Source: an optimization exercise on an open RTL-to-GDS flow (aim: small area, a short achievable clock period and few clock cycles). Production flows keep margins and buffers that such runs may drop.
In this exercise RTL edits were held to simulation tests only and were not proved equivalent to the original.
Power figures rest on the tool's default switching activity, not on a simulated workload.

## design/flow/run.sh

```bash
#!/bin/bash
# synth_recipe.tcl (not shown) runs the flow's synth.tcl, then flattens the netlist and writes it again
# the make line also repeats each setting of config.mk as NAME=value (left out here)
make -C /OpenROAD-flow-scripts/flow DESIGN_CONFIG=/design/flow/config.mk WORK_HOME=/design/flow/orfs CLKGATE_MAP_FILE= SYNTH_SCRIPT=/design/flow/synth_recipe.tcl finish
```

## design/flow/config.mk

```make
export PLATFORM = sky130hd
export DESIGN_NAME = pwe_encoder
export DESIGN_NICKNAME = pwe_encoder
export VERILOG_FILES = /design/flow/design.v
export SDC_FILE = /design/flow/constraint.sdc
export NUM_CORES = 4
export LEC_CHECK = 0
export CAP_MARGIN = 20
export CORE_MARGIN = 2
export CORE_UTILIZATION = 30
export PLACE_DENSITY = 0.5
export SLEW_MARGIN = 20
```

## design/flow/constraint.sdc

```tcl
create_clock -name core_clock -period 6.0 [get_ports {clk}]
set_input_delay 1.2000 -clock core_clock [delete_from_list [all_inputs] [get_ports {clk}]]
set_output_delay 1.2000 -clock core_clock [all_outputs]
set_load 0.01 [all_outputs]
```

## design/flow/design.v

```verilog
module pwe_encoder (
    input  wire         clk,
    input  wire         rst,
    input  wire         req_valid,
    output wire         req_ready,
    input  wire [15:0]  req_opcode,
    input  wire [15:0]  req_version,
    input  wire [31:0]  req_request_id,
    input  wire [31:0]  f_status,
    input  wire [31:0]  f_word,
    input  wire [31:0]  f_vnet_id,
    input  wire [15:0]  f_vlan_id,
    input  wire [15:0]  f_port,
    input  wire [7:0]   f_src_prefix_len,
    input  wire [7:0]   f_dst_prefix_len,
    input  wire [47:0]  f_mac,
    input  wire [47:0]  f_mac2,
    input  wire [127:0] f_ip,
    input  wire [127:0] f_ip2,
    output wire         tx_valid,
    input  wire         tx_ready,
    output wire [7:0]   tx_data,
    output wire         tx_last,
    output reg          ev_valid,
    output wire [7:0]   ev_code,
    output wire [15:0]  ev_opcode,
    output wire [31:0]  ev_request_id
);
    localparam [7:0] EV_ENCODE_UNKNOWN_OPCODE = 8'h05;
    wire op_hi0 = (req_opcode[15:4] == 12'd0);
    wire cls_p = op_hi0 & ((req_opcode[3:0] == 4'h1) | (req_opcode[3:0] == 4'h2));
    wire cls_c3 = op_hi0 & ((req_opcode[3:0] == 4'h3));
    wire cls_c4 = op_hi0 & ((req_opcode[3:0] == 4'h4));
    wire cls_c5 = op_hi0 & ((req_opcode[3:0] == 4'h5));
    wire cls_c6 = op_hi0 & ((req_opcode[3:0] == 4'h6));
    wire cls_c9 = op_hi0 & ((req_opcode[3:0] == 4'h9));
    wire cls_cc = op_hi0 & ((req_opcode[3:0] == 4'hC));
    wire cls_ce = op_hi0 & ((req_opcode[3:0] == 4'hE));
    wire cls_cf = op_hi0 & ((req_opcode[3:0] == 4'hF));
    wire known = cls_p | cls_c3 | cls_c4 | cls_c5 | cls_c6 | cls_c9 | cls_cc | cls_ce | cls_cf;
    wire [4:0] lasth = ({5{cls_p}} & 5'd7) | ({5{cls_c3}} & 5'd13) | ({5{cls_c4}} & 5'd17) | ({5{cls_c5}} & 5'd19) | ({5{cls_c6}} & 5'd21) | ({5{cls_c9}} & 5'd17) | ({5{cls_cc}} & 5'd9) | ({5{cls_ce}} & 5'd27) | ({5{cls_cf}} & 5'd30);
    wire [5:0] psz = ({6{cls_p}} & 6'd0) | ({6{cls_c3}} & 6'd12) | ({6{cls_c4}} & 6'd20) | ({6{cls_c5}} & 6'd24) | ({6{cls_c6}} & 6'd28) | ({6{cls_c9}} & 6'd20) | ({6{cls_cc}} & 6'd4) | ({6{cls_ce}} & 6'd40) | ({6{cls_cf}} & 6'd46);
    reg        crc_run;       
    reg [4:0]  hidx;          
    reg [31:0] crc;
    reg [3:0]  bcnt;          
    reg        hdr_done;      
    reg        bsel;          
    reg        tx_v;
    reg [7:0]  tx_d;
    reg        tx_l;
    wire h_0 = (hidx == 5'd0);
    wire h_1 = (hidx == 5'd1);
    wire h_2 = (hidx == 5'd2);
    wire h_3 = (hidx == 5'd3);
    wire h_4 = (hidx == 5'd4);
    wire h_5 = (hidx == 5'd5);
    wire h_6 = (hidx == 5'd6);
    wire h_7 = (hidx == 5'd7);
    wire h_8 = (hidx == 5'd8);
    wire h_9 = (hidx == 5'd9);
    wire h_10 = (hidx == 5'd10);
    wire h_11 = (hidx == 5'd11);
    wire h_12 = (hidx == 5'd12);
    wire h_13 = (hidx == 5'd13);
    wire h_14 = (hidx == 5'd14);
    wire h_15 = (hidx == 5'd15);
    wire h_16 = (hidx == 5'd16);
    wire h_17 = (hidx == 5'd17);
    wire h_18 = (hidx == 5'd18);
    wire h_19 = (hidx == 5'd19);
    wire h_20 = (hidx == 5'd20);
    wire h_21 = (hidx == 5'd21);
    wire h_22 = (hidx == 5'd22);
    wire h_23 = (hidx == 5'd23);
    wire h_24 = (hidx == 5'd24);
    wire h_25 = (hidx == 5'd25);
    wire h_26 = (hidx == 5'd26);
    wire h_27 = (hidx == 5'd27);
    wire h_28 = (hidx == 5'd28);
    wire h_29 = (hidx == 5'd29);
    wire h_30 = (hidx == 5'd30);
    wire h_31 = (hidx == 5'd31);
    wire s_0 = (cls_p & h_0) | (cls_c3 & h_0) | (cls_c4 & h_0) | (cls_c5 & h_0) | (cls_c6 & h_0) | (cls_c9 & h_0) | (cls_cc & h_0) | (cls_ce & h_0) | (cls_cf & h_0);
    wire s_1 = (cls_p & h_1) | (cls_c3 & h_1) | (cls_c4 & h_1) | (cls_c5 & h_1) | (cls_c6 & h_1) | (cls_c9 & h_1) | (cls_cc & h_1) | (cls_ce & h_1) | (cls_cf & h_1);
    wire s_2 = (cls_p & h_3) | (cls_c3 & h_3) | (cls_c4 & h_3) | (cls_c5 & h_3) | (cls_c6 & h_3) | (cls_c9 & h_3) | (cls_cc & h_3) | (cls_ce & h_3) | (cls_cf & h_3);
    wire s_3 = (cls_p & h_4) | (cls_c3 & h_4) | (cls_c4 & h_4) | (cls_c5 & h_4) | (cls_c6 & h_4) | (cls_c9 & h_4) | (cls_cc & h_4) | (cls_ce & h_4) | (cls_cf & h_4);
    wire s_4 = (cls_p & h_5) | (cls_c3 & h_5) | (cls_c4 & h_5) | (cls_c5 & h_5) | (cls_c6 & h_5) | (cls_c9 & h_5) | (cls_cc & h_5) | (cls_ce & h_5) | (cls_cf & h_5);
    wire s_5 = (cls_c3 & h_8) | (cls_c6 & h_10) | (cls_cf & h_16);
    wire s_6 = (cls_c3 & h_9) | (cls_c6 & h_11) | (cls_cf & h_17);
    wire s_7 = (cls_c3 & h_10) | (cls_c6 & h_12) | (cls_cf & h_18);
    wire s_8 = (cls_c3 & h_12) | (cls_c5 & h_18) | (cls_ce & h_8) | (cls_cf & h_12);
    wire s_9 = (cls_c3 & h_13) | (cls_c5 & h_19) | (cls_ce & h_9) | (cls_cf & h_13);
    wire s_10 = (cls_c4 & h_8) | (cls_c6 & h_9) | (cls_cc & h_9) | (cls_cf & h_9);
    wire s_11 = (cls_c4 & h_9) | (cls_c6 & h_13) | (cls_cf & h_22);
    wire s_12 = (cls_c4 & h_10) | (cls_c5 & h_8) | (cls_c6 & h_14) | (cls_c9 & h_10) | (cls_ce & h_12) | (cls_cf & h_23);
    wire s_13 = (cls_c4 & h_11) | (cls_c5 & h_9) | (cls_c6 & h_15) | (cls_c9 & h_11) | (cls_ce & h_13) | (cls_cf & h_24);
    wire s_14 = (cls_c4 & h_12) | (cls_c5 & h_10) | (cls_c6 & h_16) | (cls_c9 & h_12) | (cls_ce & h_14) | (cls_cf & h_25);
    wire s_15 = (cls_c4 & h_13) | (cls_c5 & h_11) | (cls_c6 & h_17) | (cls_c9 & h_13) | (cls_ce & h_15) | (cls_cf & h_26);
    wire s_16 = (cls_c4 & h_14) | (cls_c5 & h_12) | (cls_c6 & h_18) | (cls_c9 & h_14) | (cls_ce & h_16) | (cls_cf & h_27);
    wire s_17 = (cls_c4 & h_15) | (cls_c5 & h_13) | (cls_c6 & h_19) | (cls_c9 & h_15) | (cls_ce & h_17) | (cls_cf & h_28);
    wire s_18 = (cls_c4 & h_16) | (cls_c5 & h_14) | (cls_c6 & h_20) | (cls_c9 & h_16) | (cls_ce & h_18) | (cls_cf & h_29);
    wire s_19 = (cls_c4 & h_17) | (cls_c5 & h_15) | (cls_c6 & h_21) | (cls_c9 & h_17) | (cls_ce & h_19) | (cls_cf & h_30);
    wire s_20 = (cls_c5 & h_16) | (cls_c9 & h_8) | (cls_cf & h_10);
    wire s_21 = (cls_c5 & h_17) | (cls_c9 & h_9) | (cls_cf & h_11);
    wire s_22 = (cls_c6 & h_8) | (cls_cc & h_8) | (cls_cf & h_8);
    wire s_23 = (cls_ce & h_10) | (cls_cf & h_14);
    wire s_24 = (cls_ce & h_20);
    wire s_25 = (cls_ce & h_21);
    wire s_26 = (cls_ce & h_22);
    wire s_27 = (cls_ce & h_23);
    wire s_28 = (cls_ce & h_24);
    wire s_29 = (cls_ce & h_25);
    wire s_30 = (cls_ce & h_26);
    wire s_31 = (cls_ce & h_27);
    wire s_32 = (cls_cf & h_15);
    wire s_33 = (cls_cf & h_19);
    wire s_34 = (cls_cf & h_20);
    wire s_35 = (cls_cf & h_21);
    wire [15:0] hw =
        ({16{s_0}} & req_version) |
        ({16{s_1}} & {12'd0, req_opcode[3:0]}) |
        ({16{s_2}} & {10'd0, psz}) |
        ({16{s_3}} & req_request_id[31:16]) |
        ({16{s_4}} & req_request_id[15:0]) |
        ({16{s_5}} & f_mac[47:32]) |
        ({16{s_6}} & f_mac[31:16]) |
        ({16{s_7}} & f_mac[15:0]) |
        ({16{s_8}} & f_vnet_id[31:16]) |
        ({16{s_9}} & f_vnet_id[15:0]) |
        ({16{s_10}} & f_status[15:0]) |
        ({16{s_11}} & f_port) |
        ({16{s_12}} & f_ip[127:112]) |
        ({16{s_13}} & f_ip[111:96]) |
        ({16{s_14}} & f_ip[95:80]) |
        ({16{s_15}} & f_ip[79:64]) |
        ({16{s_16}} & f_ip[63:48]) |
        ({16{s_17}} & f_ip[47:32]) |
        ({16{s_18}} & f_ip[31:16]) |
        ({16{s_19}} & f_ip[15:0]) |
        ({16{s_20}} & f_word[31:16]) |
        ({16{s_21}} & f_word[15:0]) |
        ({16{s_22}} & f_status[31:16]) |
        ({16{s_23}} & f_vlan_id) |
        ({16{s_24}} & f_ip2[127:112]) |
        ({16{s_25}} & f_ip2[111:96]) |
        ({16{s_26}} & f_ip2[95:80]) |
        ({16{s_27}} & f_ip2[79:64]) |
        ({16{s_28}} & f_ip2[63:48]) |
        ({16{s_29}} & f_ip2[47:32]) |
        ({16{s_30}} & f_ip2[31:16]) |
        ({16{s_31}} & f_ip2[15:0]) |
        ({16{s_32}} & {f_src_prefix_len, f_dst_prefix_len}) |
        ({16{s_33}} & f_mac2[47:32]) |
        ({16{s_34}} & f_mac2[31:16]) |
        ({16{s_35}} & f_mac2[15:0]);
    function [31:0] crc32_byte;
        input [31:0] c;
        input [7:0]  b;
        integer i;
        reg [31:0] r;
        begin
            r = c ^ {24'd0, b};
            for (i = 0; i < 8; i = i + 1)
                r = r[0] ? ((r >> 1) ^ 32'hEDB88320) : (r >> 1);
            crc32_byte = r;
        end
    endfunction
    wire [31:0] crc_next = crc32_byte(crc32_byte(crc, hw[15:8]), hw[7:0]);
    wire [31:0] crc_fin  = ~crc;
    reg [7:0] hbyte;
    always @(*) begin
        case (bcnt)
            4'd0:  hbyte = req_version[15:8];
            4'd1:  hbyte = req_version[7:0];
            4'd3:  hbyte = {4'd0, req_opcode[3:0]};
            4'd7:  hbyte = {2'd0, psz};
            4'd8:  hbyte = req_request_id[31:24];
            4'd9:  hbyte = req_request_id[23:16];
            4'd10: hbyte = req_request_id[15:8];
            4'd11: hbyte = req_request_id[7:0];
            4'd12: hbyte = crc_fin[31:24];
            4'd13: hbyte = crc_fin[23:16];
            4'd14: hbyte = crc_fin[15:8];
            4'd15: hbyte = crc_fin[7:0];
            default: hbyte = 8'd0;
        endcase
    end
    wire go       = req_valid & known;
    wire can_load = ~tx_v | tx_ready;
    wire hdr_ok   = ~bcnt[3] | ~bcnt[2] | ~crc_run;       
    wire last_hw  = (hidx == lasth);
    wire ld_hdr   = go & can_load & ~hdr_done & hdr_ok;
    wire ld_body  = go & can_load & hdr_done;
    wire ld       = ld_hdr | ld_body;
    wire ld_last  = hdr_done ? (bsel & last_hw) : ((bcnt == 4'd15) & cls_p);
    wire done     = ld & ld_last;
    assign req_ready = done | ev_valid;
    assign tx_valid  = tx_v;
    assign tx_data   = tx_d;
    assign tx_last   = tx_l;
    assign ev_code       = EV_ENCODE_UNKNOWN_OPCODE;
    assign ev_opcode     = req_opcode;
    assign ev_request_id = req_request_id;
    always @(posedge clk) begin
        if (ld) begin
            tx_d <= hdr_done ? (bsel ? hw[7:0] : hw[15:8]) : hbyte;
            tx_l <= ld_last;
        end
        if (go & crc_run)
            crc <= crc_next;
        if (rst | done)
            crc <= 32'hFFFFFFFF;
    end
    always @(posedge clk) begin
        if (rst) begin
            crc_run  <= 1'b1;
            hidx     <= 5'd0;
            bcnt     <= 4'd0;
            hdr_done <= 1'b0;
            bsel     <= 1'b0;
            tx_v     <= 1'b0;
            ev_valid <= 1'b0;
        end else begin
            ev_valid <= req_valid & ~known & ~ev_valid;
            if (ld)
                tx_v <= 1'b1;
            else if (tx_ready)
                tx_v <= 1'b0;
            if (done) begin
                crc_run  <= 1'b1;
                hidx     <= 5'd0;
                bcnt     <= 4'd0;
                hdr_done <= 1'b0;
                bsel     <= 1'b0;
            end else begin
                if (go & crc_run) begin
                    if (last_hw) begin
                        crc_run <= 1'b0;
                        hidx    <= 5'd8;
                    end else
                        hidx <= hidx + 5'd1;
                end
                if (ld_hdr) begin
                    bcnt <= bcnt + 4'd1;
                    if (bcnt == 4'd15)
                        hdr_done <= 1'b1;
                end
                if (ld_body) begin
                    bsel <= ~bsel;
                    if (bsel)
                        hidx <= hidx + 5'd1;
                end
            end
        end
    end
endmodule
```

==> results.json <==
{
  "outcome": "complete, but fails checks",
  "failed_checks": "negative setup slack",
  "ys_ff_latch": 55,
  "holdBufCountCts": 0,
  "hold_class": "reg -> reg",
  "syn_inst": 1556,
  "drtIter0Drc": 4175,
  "placed_area_um2": 21600,
  "p_total_mw": 1.43,
  "p_switching_mw": 0.464,
  "critical_path.endpoint_type": "register",
  "share_comb_of_total_power_pct": 50.0,
  "startpoint_type": "input port",
  "reg2reg_from": "hidx[1]$_SDFF_PP0_",
  "final_cell_count_no_fill": 3081,
  "synthesis.area_um2": 11700,
  "rr_worst_depth": 22,
  "hold_violations": 0,
  "areaGrowthSynthToFinish_pct": 95.9,
  "mostFrequentLayoutCell": "clkdlybuf4s50_1",
  "synth.largest_area_cell": "a22oi_1",
  "ys_seq_area_share_pct": 10.2,
  "io_pins": 632,
  "slowest_stage": "a222oi_1",
  "final_cell_mix": "clkdlybuf4s50_1 (607), buf_4 (510), nand2_1 (158)",
  "overflow": 0,
  "fmax_ghz": 0.164,
  "crit_cells": 20,
  "antenna_found_initial": 7,
  "fin_util_pct": 59.3,
  "coreArea_um2": 38600,
  "fin_worst_skew_ns": 0.0160,
  "grt_max_degree": 53,
  "die_h_um": 201,
  "drt_pass1_iterations": 9,
  "path_buf_inv": 6,
  "grt_usage_pct": 52.7,
  "grt_setup_unrepaired": "true",
  "critPathArrivalTime_ns": 6.28,
  "final_max_slew_viol_count": 0,
  "dr_total_vias": 20700,
  "worstPathRequired_ns": 6.19,
  "fin_crit_ns": 6.09,
  "drive_gt1_share_pct": 27.8,
  "crit_chain": "clkbuf_2, buf_4, buf_4, nand2b_2, o211ai_2, and2_4, nor4_2, buf_4, a222oi_1, and4b_1, nand4_4, xor2_4, xnor2_2, xnor3_2, xnor3_2, buf_4, xnor2_1, xnor2_1, buf_4, o211ai_1",
  "switching_share_pct": 32.4,
  "cts-root-buf": "clkbuf_16",
  "cts.path.max_buffers": 2,
  "clk_pin_slew_ns": 0.09,
  "reg2reg_to": "crc[18]$_SDFFE_PP1P_",
  "ys.flop_type": "dfxtp_1",
  "p_leak_nw": 9.05,
  "post-route-period-util_pct": 102,
  "synthArstFlopShare_pct": 0,
  "powerDensity_nw_per_um2": 62.6,
  "cap_viol_max_count": 0,
  "initial_core_util_pct": 30.3,
  "endpoint": "crc[18]$_SDFFE_PP1P_",
  "grt_pass1_wl_um": 152000,
  "worstMarginPinSlew_ns": 1.24,
  "syn_avg_cell_area_um2": 7.50,
  "path_delay_family": "XOR/XNOR gates",
  "startpoint": "req_opcode[3]",
  "post-dp-hpwl_um": 95700,
  "die_w_um": 201,
  "row_count": 72,
  "drc": 0,
  "cts_sinks": 55,
  "ys_warn_count": 1,
  "viasPerCell": 6.70,
  "routedWlPerCell_um": 36.6,
  "gp_congestion": 1.18,
  "relSlewSlack_pct": 17.1,
  "synthDistinctLibCells": 104,
  "grt_pass1_vias": 20100,
  "yosysTopAreaCellShare_pct": 7.91,
  "final_nets": 3129,
  "r2r_slack_ns": 0.11,
  "cts_tree": "done",
  "pwr-share-clk_pct": 23.8,
  "h-tree-depth": 2,
  "clock_latency_ns": 0.33,
  "antenna_left": 0,
  "power.share.sequential_pct": 26.2,
  "numCtsBuffers": 5,
  "numPlacedInstances": 3024,
  "p_int_mw": 0.968,
  "finalSetupViolCount": 5,
  "cpPeakStageDelay_ns": 1.04,
  "synth_edf_count": 9,
  "port_buffers": 623,
  "critPathKind": "in -> reg",
  "dieArea_um2": 40500,
  "setup-tns-final_ns": -0.286,
  "fin_ws_ns": -0.0915,
  "wl_um": 113000,
  "synth_area_leaders": "a22oi_1 (7.9%), dfxtp_1 (7.9%), xnor2_1 (6.5%)",
  "crit_fanout": 12,
  "cp_common_cell": "buf_4",
  "final_cell_area_um2": 22900,
  "ir_drop_mv": 0.107
}
[tightest hold or removal path: stages, from the launching register on]
cell and delay [ns]:
dfxtp_1 0.32, nor2_1 0.09, a21oi_1 0.04
[synth_stat cells, types with 8 or more instances]
cell and instances:
o21ai_0 31, buf_6 9, ha_1 9, or3_1 18, a22oi_1 123, and2_1 8, a32oi_1 10, nor2b_1 8
buf_2 40, a221oi_1 32, nand3_1 50, nand4_1 48, xnor2_1 87, and3_1 23, nand2b_1 13, xor2_1 32
o211ai_1 26, buf_4 70, and4_1 11, a221o_1 16, a222oi_1 74, nand2_1 160, nor3_1 42, o32ai_1 12
a2111oi_0 14, a22o_1 32, a211oi_1 9, o22ai_1 32, a21oi_1 63, xnor3_1 10, clkbuf_1 62, nor2_1 86
edfxtp_1 9, or4_1 10, inv_1 25, dfxtp_1 46, nor4_1 33
[cell families (layout without fill, tap and decap cells)]
kind of cell | count (synthesis) | count (layout) | synth area share [%]
buffers and inverters | 214 | 1209 | 10.2
muxes | 9 | 9 | 0.900
xor gates and xnor gates | 144 | 144 | 13.3
adders and majority gates | 9 | 9 | 0.964
DFF | 55 | 55 | 10.2
AOI/OAI and AO/OA | 550 | 550 | 37.2
and+or+nand+nor | 573 | 573 | 27.2
other | 2 | 14 | 0.0643
[power by group through the flow]
stage	Combinational (mW)	Clock (mW)	Sequential, mW
floorplan	0.116	0	0.383
global placement	0.674	0	0.383
detailed placement	0.671	0	0.383
CTS	0.680	0.339	0.375
global route	0.721	0.353	0.375
finish	0.717	0.341	0.375
[registers in the layout, summed over array words and instances (netlist names)]
signal    cells
crc_run       1
bcnt          4
bsel          1
ev_valid      1
crc          32
hdr_done      1
tx_d          8
hidx          5
tx_l          1
tx_v          1
[through the flow]
stage	hold slack [ns]	setup WS, ns
CTS	0.490	-0.0383
global placement	0.432	-1.11
floorplan	0.439	0.299
detailed placement	0.469	-1.00
global route	0.516	-0.139
finish	0.500	-0.0915
[worst min path at each step]
stage               cells after the start                 start  slack (ns)                    to
floorplan                               2  crc[15]$_SDFFE_PP1P_        0.44  crc[15]$_SDFFE_PP1P_
finish                                  2  crc[16]$_SDFFE_PP1P_        0.50  crc[16]$_SDFFE_PP1P_
global placement                        1   ev_valid$_SDFF_PP0_        0.43   ev_valid$_SDFF_PP0_
detailed placement                      2  crc[15]$_SDFFE_PP1P_        0.47  crc[15]$_SDFFE_PP1P_
global route                            2   crc[0]$_SDFFE_PP1P_        0.52   crc[0]$_SDFFE_PP1P_
CTS                                     2  crc[15]$_SDFFE_PP1P_        0.49  crc[15]$_SDFFE_PP1P_
[layer usage]
layer	vias up	global-route usage (%)	wire length [um]
li1	8228	-	-
met1	9726	62.4	40200
met2	2107	77.6	45600
met3	587	21.0	16600
met4	4	36.9	10300
met5	-	0	63
[area by class of cell]
class,count,area (um^2)
timing repair buffer,1174,10800
clock inverter,3,31.3
antenna,6,15.0
multi-input combinational,1293,10000
sequential,55,1190
tap,518,648
inverter,27,101
fill,3581,15700
clock buffer,5,125
[timing repair]
action	in CTS	in global routing
gates resized for setup	65	92
setup endpoints to repair	24	24
pin swaps	29	39
gates cloned	0	2
buffers inserted	21	20
Testbench counts, summed over its fixed seeds: cycles 143,857.

[what the ideal ports hide]
No port has a modelled driver above. Below, the same layout with a new extraction and two added sets of constraints.
Step 1: set_driving_cell puts a clkbuf_16 on clk and a buf_2 on each other input, an assumption about the parent block.
Step 2 moves the port delays by t, midway between the first and last clock arrival at a register: inputs arrive t later, outputs are due t later. That takes back most of the time a late clock gives input paths.
Three values: ideal ports, drivers, drivers and shift; two values: the first two.
shift t [ns]: 0.372
setup slack, ns: -0.092 / -0.064 / -0.436
worst setup path at the end: input to register
worst data-port slew with drivers (ns): 0.10
pins driven straight from the clock port: 1
For this run, drivers alone change the setup slack by +0.028 ns; drivers and shift together by -0.344 ns.
